This is an optimization exercise on Yosys and OpenROAD, whose aim is small area, a short achievable clock period and few clock cycles per item, not a production implementation.
In this exercise RTL edits were held to simulation tests only and were not proved equivalent to the original.
Power and IR drop assume default switching activity.

PW:
==> flow/design.v (excerpt) <==
module btc (
    input  wire        clk,
    input  wire        rst,         
    input  wire        in_valid,
    output wire        in_ready,
    input  wire [15:0] in_data,
    output wire        out_valid,
    input  wire        out_ready,
    output wire [15:0] out_data
);
    localparam QD = 8;                  
    localparam [2:0] S_OK      = 3'd0;
    localparam [2:0] S_ALREADY = 3'd1;
    localparam [2:0] S_FULL    = 3'd2;
    localparam [2:0] S_EMPTY   = 3'd3;
    localparam [2:0] S_INVCAP  = 3'd4;
    localparam [2:0] S_ILLEGAL = 3'd5;
    localparam [2:0] S_NOBUF   = 3'd6;
    function [7:0] stcode;
        input [2:0] s;
        begin
            case (s)
                S_ALREADY: stcode = 8'h04;
                S_FULL:    stcode = 8'h05;
                S_EMPTY:   stcode = 8'h06;
                S_INVCAP:  stcode = 8'h0B;
                S_ILLEGAL: stcode = 8'h0C;
                S_NOBUF:   stcode = 8'h0D;
                default:   stcode = 8'h00;
            endcase
        end
    endfunction
    localparam [2:0] K_SIMPLE = 3'd0;   
    localparam [2:0] K_FREERB = 3'd1;   
    localparam [2:0] K_RBPOP  = 3'd2;   
    localparam [2:0] K_RBBULK = 3'd3;   
    localparam [2:0] K_TBRB   = 3'd4;   
    localparam [2:0] K_FREETB = 3'd5;   
    localparam [2:0] K_TBPOP  = 3'd6;   
    localparam [2:0] K_TBPEEK = 3'd7;   
    localparam DW = 12;                 
    localparam NQ = 2;                  
    reg [15:0] rbm [0:15];
    reg  [3:0] rT;
    reg [15:0] tbm0 [0:15];
    reg [15:0] tbm1 [0:15];
    reg [15:0] tbm2 [0:15];
    reg [15:0] tbm3 [0:15];
    reg        rb_present, tb_present;
    reg  [4:0] rb_c, tb_c;              
    reg  [3:0] rb_h, rb_w, tb_h, tb_w;  
    reg  [4:0] rb_occ, tb_occ;          
    reg  [4:0] rb_pend, tb_pend;        
    reg  [4:0] rb_pf, tb_pf;            
    reg  [4:0] rb_rl, tb_rl;            
    reg [15:0] f0, f1;
    reg        f0_z, f1_z;              
    reg        f0_hz, f1_hz;            
    reg  [1:0] fcnt;
    reg        in_ready_r;
  ...
==> flow/config.mk <==
export PLATFORM = sky130hd
export DESIGN_NAME = btc
export DESIGN_NICKNAME = btc
export VERILOG_FILES = /design/flow/design.v
export SDC_FILE = /design/flow/constraint.sdc
export NUM_CORES = 4
export LEC_CHECK = 0
export CAP_MARGIN = 30
export CORE_MARGIN = 2
export CORE_UTILIZATION = 60
export SLEW_MARGIN = 20
==> flow/constraint.sdc <==
create_clock -name core_clock -period 12.5 [get_ports {clk}]
set_input_delay 2.5000 -clock core_clock [delete_from_list [all_inputs] [get_ports {clk}]]
set_output_delay 2.5000 -clock core_clock [all_outputs]
set_load 0.01 [all_outputs]
standard.sh (not shown) runs the stock make flow with config.mk's settings and CLKGATE_MAP_FILE= SYNTH_SCRIPT=/design/flow/synth_recipe.tcl, a recipe that flattens the netlist after the stock synthesis.
==> flow/flow/run.sh <==
#!/bin/bash
set -euo pipefail
bash standard.sh \
  SETUP_SLACK_MARGIN=9 \
  "BUFFER_PORTS_ARGS=-buffer_cell sky130_fd_sc_hd__buf_4" \
  "CTS_ARGS=-sink_clustering_enable -repair_clock_nets -dont_use_dummy_load -sink_clustering_size 22 -sink_clustering_max_diameter 80" \
  finish > standard_flow.log 2>&1
PW went all the way through synthesis, placement and routing and the layout is clean on timing, DRC and antenna.
Testbench counts of PW, summed over its fixed seeds: cycles 13,462, items 3,281.
Setup changes, PW to MS
Settings: CORE_UTILIZATION now 45, was 60.
- From PW to MS, net count after synthesis did not move at all.
- PW → MS: initial antenna violation count went down by 1; post-CTS setup buffer count went up by 2.
- MS completed end to end with timing, DRC and antenna clean.

* * *

garnet:
Another version of the RTL of btc (not shown whole).
Size: about 4400 cells after synthesis, ~1700 flip-flops.
export LEC_CHECK = 0
export CAP_MARGIN = 20
export CORE_MARGIN = 2
export CORE_UTILIZATION = 50
export SLEW_MARGIN = 20
create_clock -name core_clock -period 12.5 [get_ports {clk}]
==> flow/flow/run.sh <==
#!/bin/bash
set -euo pipefail
bash standard.sh SETUP_SLACK_MARGIN=9 finish > standard_flow.log 2>&1
Testbench counts of garnet, summed over its fixed seeds: cycles 13,444, items 3,281.
diff inputs: garnet => willow
- changing CORE_UTILIZATION from 50 to 30
Results
willow was carried through to the last stage, and its layout satisfied the timing, design-rule and antenna checks.
Per the final summary, garnet finished and its layout is clean on timing, DRC and antenna.
willow against garnet: area growth from synthesis to layout rose 2.3 points, die area climbed 0.091 mm2, antenna diode instance count went up, wire length now sits higher, worst hold slack fell by 0.0060 ns.
There was hardly any difference in post-layout minimum cycle time between garnet and willow.
Relative to willow, the following input files were edited for maple:
==> flow/flow/run.sh <==
#!/bin/bash
set -euo pipefail
bash standard.sh SETUP_SLACK_MARGIN=8 finish > standard_flow.log 2>&1
Results
maple finished end to end and its layout was clean on timing, DRC and antenna. Number of antenna violations at the first check in global routing is lower on willow. Relative to willow, the area used by multi-input combinational logic of maple is lower by about 7%. As of maple, count of clock-buffer cells in the layout had fallen by a few percent compared to willow.

* * *

## old
btc again, from the RTL that the note above started with.
// btc
module btc (
    input  wire        clk,
    input  wire        rst,         
    input  wire        in_valid,
    output wire        in_ready,
    input  wire [15:0] in_data,
    output wire        out_valid,
    input  wire        out_ready,
    output wire [15:0] out_data
);
export LEC_CHECK = 0
export CAP_MARGIN = 20
export CORE_MARGIN = 2
export CORE_UTILIZATION = 30
export SLEW_MARGIN = 20
create_clock -name core_clock -period 12.5 [get_ports {clk}]
run.sh (not shown) runs the stock make flow with config.mk's settings and CLKGATE_MAP_FILE= SYNTH_SCRIPT=/design/flow/synth_recipe.tcl, a recipe that flattens the netlist after the stock synthesis.
Stock flow here: none of the scripts above is used.
Testbench counts of old, summed over its fixed seeds: cycles 13,444, items 3,281.
Input-level comparison between new and old:
==> flow/flow/run.sh (new file) <==
#!/bin/bash
set -euo pipefail
bash standard.sh \
  SETUP_SLACK_MARGIN=9 \
  "BUFFER_PORTS_ARGS=-buffer_cell sky130_fd_sc_hd__buf_4" \
  "CTS_ARGS=-sink_clustering_enable -repair_clock_nets -sink_clustering_size 24 -buf_list sky130_fd_sc_hd__clkbuf_8 -dont_use_dummy_load" \
  finish > standard_flow.log 2>&1
==> flow/standard.sh (new file) <==
#!/bin/bash
# synth_recipe.tcl (not shown) runs the flow's synth.tcl, then flattens the netlist and writes it again
# the make line also repeats each setting of config.mk as NAME=value (left out here)
make -C /OpenROAD-flow-scripts/flow DESIGN_CONFIG=/design/flow/config.mk WORK_HOME=/design/flow/orfs CLKGATE_MAP_FILE= SYNTH_SCRIPT=/design/flow/synth_recipe.tcl "${@:-finish}"
removed: flow/run.sh
## What came out
- Number of levels in the clock H-tree for new is higher than for old.
- [compare] base=old new=new: maximum frequency increased about 30%; combinational group share of total power increased 3.6 points.

* * *

btc, a different RTL version from the one above (not shown whole).
Size in the first run: roughly 1700 flip-flops, roughly 38 I/O pins.
Settings: LEC_CHECK=0, CAP_MARGIN=20, CORE_MARGIN=2, CORE_UTILIZATION=60, SLEW_MARGIN=20; clock period 12.5 ns.
standard.sh (not shown) runs the stock make flow with config.mk's settings and CLKGATE_MAP_FILE= SYNTH_SCRIPT=/design/flow/synth_recipe.tcl, a recipe that flattens the netlist after the stock synthesis.
==> flow/flow/run.sh <==
#!/bin/bash
set -euo pipefail
bash standard.sh \
  SETUP_SLACK_MARGIN=9 \
  "BUFFER_PORTS_ARGS=-buffer_cell sky130_fd_sc_hd__buf_4" \
  "CTS_ARGS=-sink_clustering_enable -repair_clock_nets -dont_use_dummy_load -sink_clustering_size 22 -sink_clustering_max_diameter 80" \
  finish > standard_flow.log 2>&1
The first run produced a clean layout.
Testbench counts at the start, summed over its fixed seeds: cycles 13,462, items 3,281.
Next try:
==> flow/flow/run.sh (replaced) <==
#!/bin/bash
set -euo pipefail
bash standard.sh \
  SETUP_SLACK_MARGIN=9 \
  "BUFFER_PORTS_ARGS=-buffer_cell sky130_fd_sc_hd__buf_4" \
  "CTS_ARGS=-sink_clustering_enable -repair_clock_nets -dont_use_dummy_load -sink_clustering_size 30 -sink_clustering_max_diameter 60" \
  finish > standard_flow.log 2>&1
Settings changed: CORE_UTILIZATION 60 to 45.
=>
- The new run finished clean
- die area is higher by 33%
- non-clock buffer count is lower by 8
- first-iteration DRC count is lower by 10%
- cell count is higher by 7.0%
- setup slack gains 26 ps
Next try:
==> flow/flow/run.sh (replaced) <==
#!/bin/bash
set -euo pipefail
bash standard.sh \
  SETUP_SLACK_MARGIN=9.2 \
  "BUFFER_PORTS_ARGS=-buffer_cell sky130_fd_sc_hd__buf_4" \
  "CTS_ARGS=-sink_clustering_enable -repair_clock_nets -dont_use_dummy_load -sink_clustering_size 22 -sink_clustering_max_diameter 80" \
  finish > standard_flow.log 2>&1
Result: The changed run produced a clean layout; cell count went up slightly; area after synthesis does not change; die area is unchanged; clock-buffer cell count went down by 23; design area went up by a few percent; wire length went up slightly; power went down slightly; sequential power hardly moves; critical path depth went up by 22; first-iteration DRC count barely changes.
Next try:
--- a/flow/flow/run.sh
+++ b/flow/flow/run.sh
@@ -4 +4 @@
-  SETUP_SLACK_MARGIN=9.2 \
+  SETUP_SLACK_MARGIN=9 \
Settings changed: CORE_UTILIZATION 45 to 30.
Outcome: Wire length fell by 1.4%; utilization went down by 17 points; design area came out lower by 0.61%; area after synthesis is unchanged; combinational power went down by about 4%.

* * *

run 1:
btc, a different RTL version from the one above (not shown whole).
Size: ~4400 cells after synthesis, ~1700 flip-flops, ~38 I/O pins, ~67000 µm² of cells after synthesis.
==> flow/config.mk <==
export PLATFORM = sky130hd
export DESIGN_NAME = btc
export DESIGN_NICKNAME = btc
export VERILOG_FILES = /design/flow/design.v
export SDC_FILE = /design/flow/constraint.sdc
export NUM_CORES = 4
export LEC_CHECK = 0
export CAP_MARGIN = 20
export CORE_MARGIN = 2
export CORE_UTILIZATION = 30
export SLEW_MARGIN = 20
==> flow/constraint.sdc <==
create_clock -name core_clock -period 12.5 [get_ports {clk}]
set_input_delay 2.5000 -clock core_clock [delete_from_list [all_inputs] [get_ports {clk}]]
set_output_delay 2.5000 -clock core_clock [all_outputs]
set_load 0.01 [all_outputs]
==> flow/flow/run.sh <==
#!/bin/bash
set -euo pipefail
bash standard.sh \
  SETUP_SLACK_MARGIN=9 \
  "BUFFER_PORTS_ARGS=-buffer_cell sky130_fd_sc_hd__buf_4" \
  "CTS_ARGS=-sink_clustering_enable -repair_clock_nets -dont_use_dummy_load" \
  finish > standard_flow.log 2>&1
The flow did not stop early for run 1: all stages ran, and the layout cleared the timing, design-rule and antenna checks.
Testbench counts of run 1, summed over its fixed seeds: cycles 13,462, items 3,281.
--- input diff run 1..run 2 ---
==> flow/flow/run.sh <==
#!/bin/bash
set -euo pipefail
bash standard.sh \
  SETUP_SLACK_MARGIN=9 \
  "BUFFER_PORTS_ARGS=-buffer_cell sky130_fd_sc_hd__buf_4" \
  "CTS_ARGS=-sink_clustering_enable -repair_clock_nets -dont_use_dummy_load -sink_clustering_size 22 -sink_clustering_max_diameter 80" \
  finish > standard_flow.log 2>&1
### Flow results
[compare] base=run 1 new=run 2: final core utilization has decreased, synthesized cell count has remained practically unchanged. Max largest incremental delay on the critical path across run 2 and run 1: run 2. As far as share of the clock period used by the worst path after layout is concerned, run 1 and run 2 perform about the same. On run 2: worst supply voltage drop on vdd is 0.88% lower than what run 1 gave. Run 2 ends up with lower first-iteration DRC count than run 1 does. In the tables for run 2 and run 1, relative area change from synthesis to final layout reads lower with run 2. On wire length the detailed router placed on met1: run 2 sits below run 1. Number of fill cells was lower in the run labelled run 1.
What run 3 does differently from run 2 at the input level:
==> flow/flow/run.sh <==
#!/bin/bash
set -euo pipefail
bash standard.sh \
  SETUP_SLACK_MARGIN=9.5 \
  "BUFFER_PORTS_ARGS=-buffer_cell sky130_fd_sc_hd__buf_4" \
  "CTS_ARGS=-sink_clustering_enable -repair_clock_nets -dont_use_dummy_load" \
  finish > standard_flow.log 2>&1
==> comparison <==
- Run 3 vs run 2: global-route wire length before repair up in run 3
- Any difference in highest cell delay on the worst timing path between run 2 and run 3 is small enough to ignore.
- Total chip power of run 3 exceeds that of run 2 by more than 10%.
- [run 3 vs run 2] design area: higher in run 3
- Higher clock-cell share of area goes to run 3 over run 2.
- In run 3, the sequential cell fraction of total power came out 7.2 points below the value in run 2.
- Maximum number of pins on one net before global-route repair shrinks slightly when moving from run 2 to run 3.
- Comparing run 2 and run 3, the lower depth of the CTS H-tree is on run 2.
- Summary of run 3 over run 2: setup clock skew after layout picked up an extra 0.031 ns, clock network fraction of total power grew by 5.9 points, fraction of layout cells with a size suffix above 1 moved up.

* * *

btc, a different RTL version from the one above (not shown whole).
For scale: roughly 4,300 cells after synthesis.
clock: 12.5 ns
lec_check: 0
abc_clock_period_in_ps: 4000
cap_margin: 20
core_margin: 2
core_utilization: 30
slew_margin: 20
run.sh (not shown) runs the stock make flow with config.mk's settings and CLKGATE_MAP_FILE= SYNTH_SCRIPT=/design/flow/synth_recipe.tcl, a recipe that flattens the netlist after the stock synthesis.
Stock flow here: none of the scripts above is used.
Testbench counts at the start, summed over its fixed seeds: cycles 13,776, items 3,281.
Edit:
ABC_CLOCK_PERIOD_IN_PS = unset   (was 4000)
Result: Clock skew is unchanged; hold slack is unchanged; combinational power is about the same; routed wire length does not change; total power is unchanged; critical path depth stays the same; clock-buffer cell count is unchanged; final cell count does not change; synthesized area is unchanged; via count is unchanged.

* * *

Another version of the RTL of btc (not shown whole).
Size in the first run: roughly 4400 cells after synthesis, roughly 1700 flip-flops, ~38 I/O pins, ~0.068 sq mm of cells after synthesis.
==> flow/config.mk <==
export PLATFORM = sky130hd
export DESIGN_NAME = btc
export DESIGN_NICKNAME = btc
export VERILOG_FILES = /design/flow/design.v
export SDC_FILE = /design/flow/constraint.sdc
export NUM_CORES = 4
export LEC_CHECK = 0
export CAP_MARGIN = 20
export CORE_MARGIN = 2
export CORE_UTILIZATION = 30
export SLEW_MARGIN = 20
==> flow/constraint.sdc <==
create_clock -name core_clock -period 12.5 [get_ports {clk}]
set_input_delay 2.5000 -clock core_clock [delete_from_list [all_inputs] [get_ports {clk}]]
set_output_delay 2.5000 -clock core_clock [all_outputs]
set_load 0.01 [all_outputs]
standard.sh (not shown) runs the stock make flow with config.mk's settings and CLKGATE_MAP_FILE= SYNTH_SCRIPT=/design/flow/synth_recipe.tcl, a recipe that flattens the netlist after the stock synthesis.
==> flow/flow/run.sh <==
#!/bin/bash
set -euo pipefail
bash standard.sh \
  SETUP_SLACK_MARGIN=9.3 \
  "BUFFER_PORTS_ARGS=-buffer_cell sky130_fd_sc_hd__buf_4" \
  "CTS_ARGS=-sink_clustering_enable -repair_clock_nets -dont_use_dummy_load -sink_clustering_size 22 -sink_clustering_max_diameter 80" \
  finish > standard_flow.log 2>&1
The first run completed without violations.
Testbench counts at the start, summed over its fixed seeds: cycles 13,462, items 3,281.
Next try:
==> flow/flow/run.sh (replaced) <==
#!/bin/bash
set -euo pipefail
bash standard.sh \
  SETUP_SLACK_MARGIN=9 \
  "BUFFER_PORTS_ARGS=-buffer_cell sky130_fd_sc_hd__buf_4" \
  "CTS_ARGS=-sink_clustering_enable -repair_clock_nets -dont_use_dummy_load -sink_clustering_size 22 -sink_clustering_max_diameter 80" \
  finish > standard_flow.log 2>&1
What happened: Clock power stays flat. Global-route usage drops by 0.36 points. Worst hold slack gets better by 0.0038 ns. Combinational power decreases by 6.8%.

static timing again, ports no longer ideal:
In the flow no input, the clock included, has a driving cell. The finished layouts below were timed again as built, in two steps.
Step 1, drivers: a clkbuf_16 drives clk and a buf_2 each remaining input, both assumed.
Step 2 moves the port delays by t, midway between the first and last clock arrival at a register: inputs arrive t later, outputs are due t later. That takes back most of the time a late clock gives input paths.
Slacks: ideal ports / drivers / drivers and shift; pairs: ideal ports / drivers.
run | t (ns) | setup slack, ns | worst setup path after step 2 | worst register clock-pin slew, ns | cell pins on the clock port's net
PW | 0.754 | 8.697 / 8.697 / 8.067 | input to register | 0.10 / 0.10 | 1
MS | 0.789 | 8.639 / 8.621 / 8.027 | input to register | 0.10 / 0.10 | 1
garnet | 0.887 | 8.494 / 8.412 / 7.962 | input to register | 0.07 / 0.07 | 1
willow | 0.903 | 8.494 / 8.410 / 8.030 | input to register | 0.07 / 0.07 | 1
maple | 0.883 | 8.099 / 8.110 / 7.272 | input to register | 0.07 / 0.07 | 1
old | 0.881 | 7.017 / 7.017 / 6.598 | input to register | 0.07 / 0.07 | 1
new | 1.062 | 8.279 / 8.202 / 7.972 | input to register | 0.07 / 0.07 | 1
the first run of note 4 | 0.750 | 8.733 / 8.733 / 8.125 | input to register | 0.10 / 0.10 | 1
the second run of note 4 | 0.796 | 8.759 / 8.684 / 8.189 | input to register | 0.10 / 0.10 | 1
the third run of note 4 | 0.777 | 8.746 / 8.740 / 8.128 | input to register | 0.10 / 0.10 | 1
the fourth run of note 4 | 0.796 | 8.659 / 8.568 / 8.074 | input to register | 0.10 / 0.10 | 1
run 1 | 0.863 | 8.678 / 8.592 / 8.083 | input to register | 0.06 / 0.06 | 1
run 2 | 0.801 | 8.686 / 8.600 / 8.112 | input to register | 0.10 / 0.10 | 1
run 3 | 0.866 | 8.559 / 8.473 / 8.045 | input to register | 0.07 / 0.07 | 1
the first run of note 6 | 0.869 | 7.286 / 7.286 / 6.787 | input to register | 0.07 / 0.07 | 1
the second run of note 6 | 0.869 | 7.286 / 7.286 / 6.787 | input to register | 0.07 / 0.07 | 1
the first run of note 7 | 0.810 | 8.767 / 8.695 / 7.956 | input to register | 0.11 / 0.11 | 1
the second run of note 7 | 0.815 | 8.683 / 8.626 / 7.818 | input to register | 0.10 / 0.10 | 1
After both steps every run listed still meets setup and hold. For the second run of note 7, which loses most, drivers alone change the setup slack by -0.057 ns; drivers and shift together by -0.865 ns.
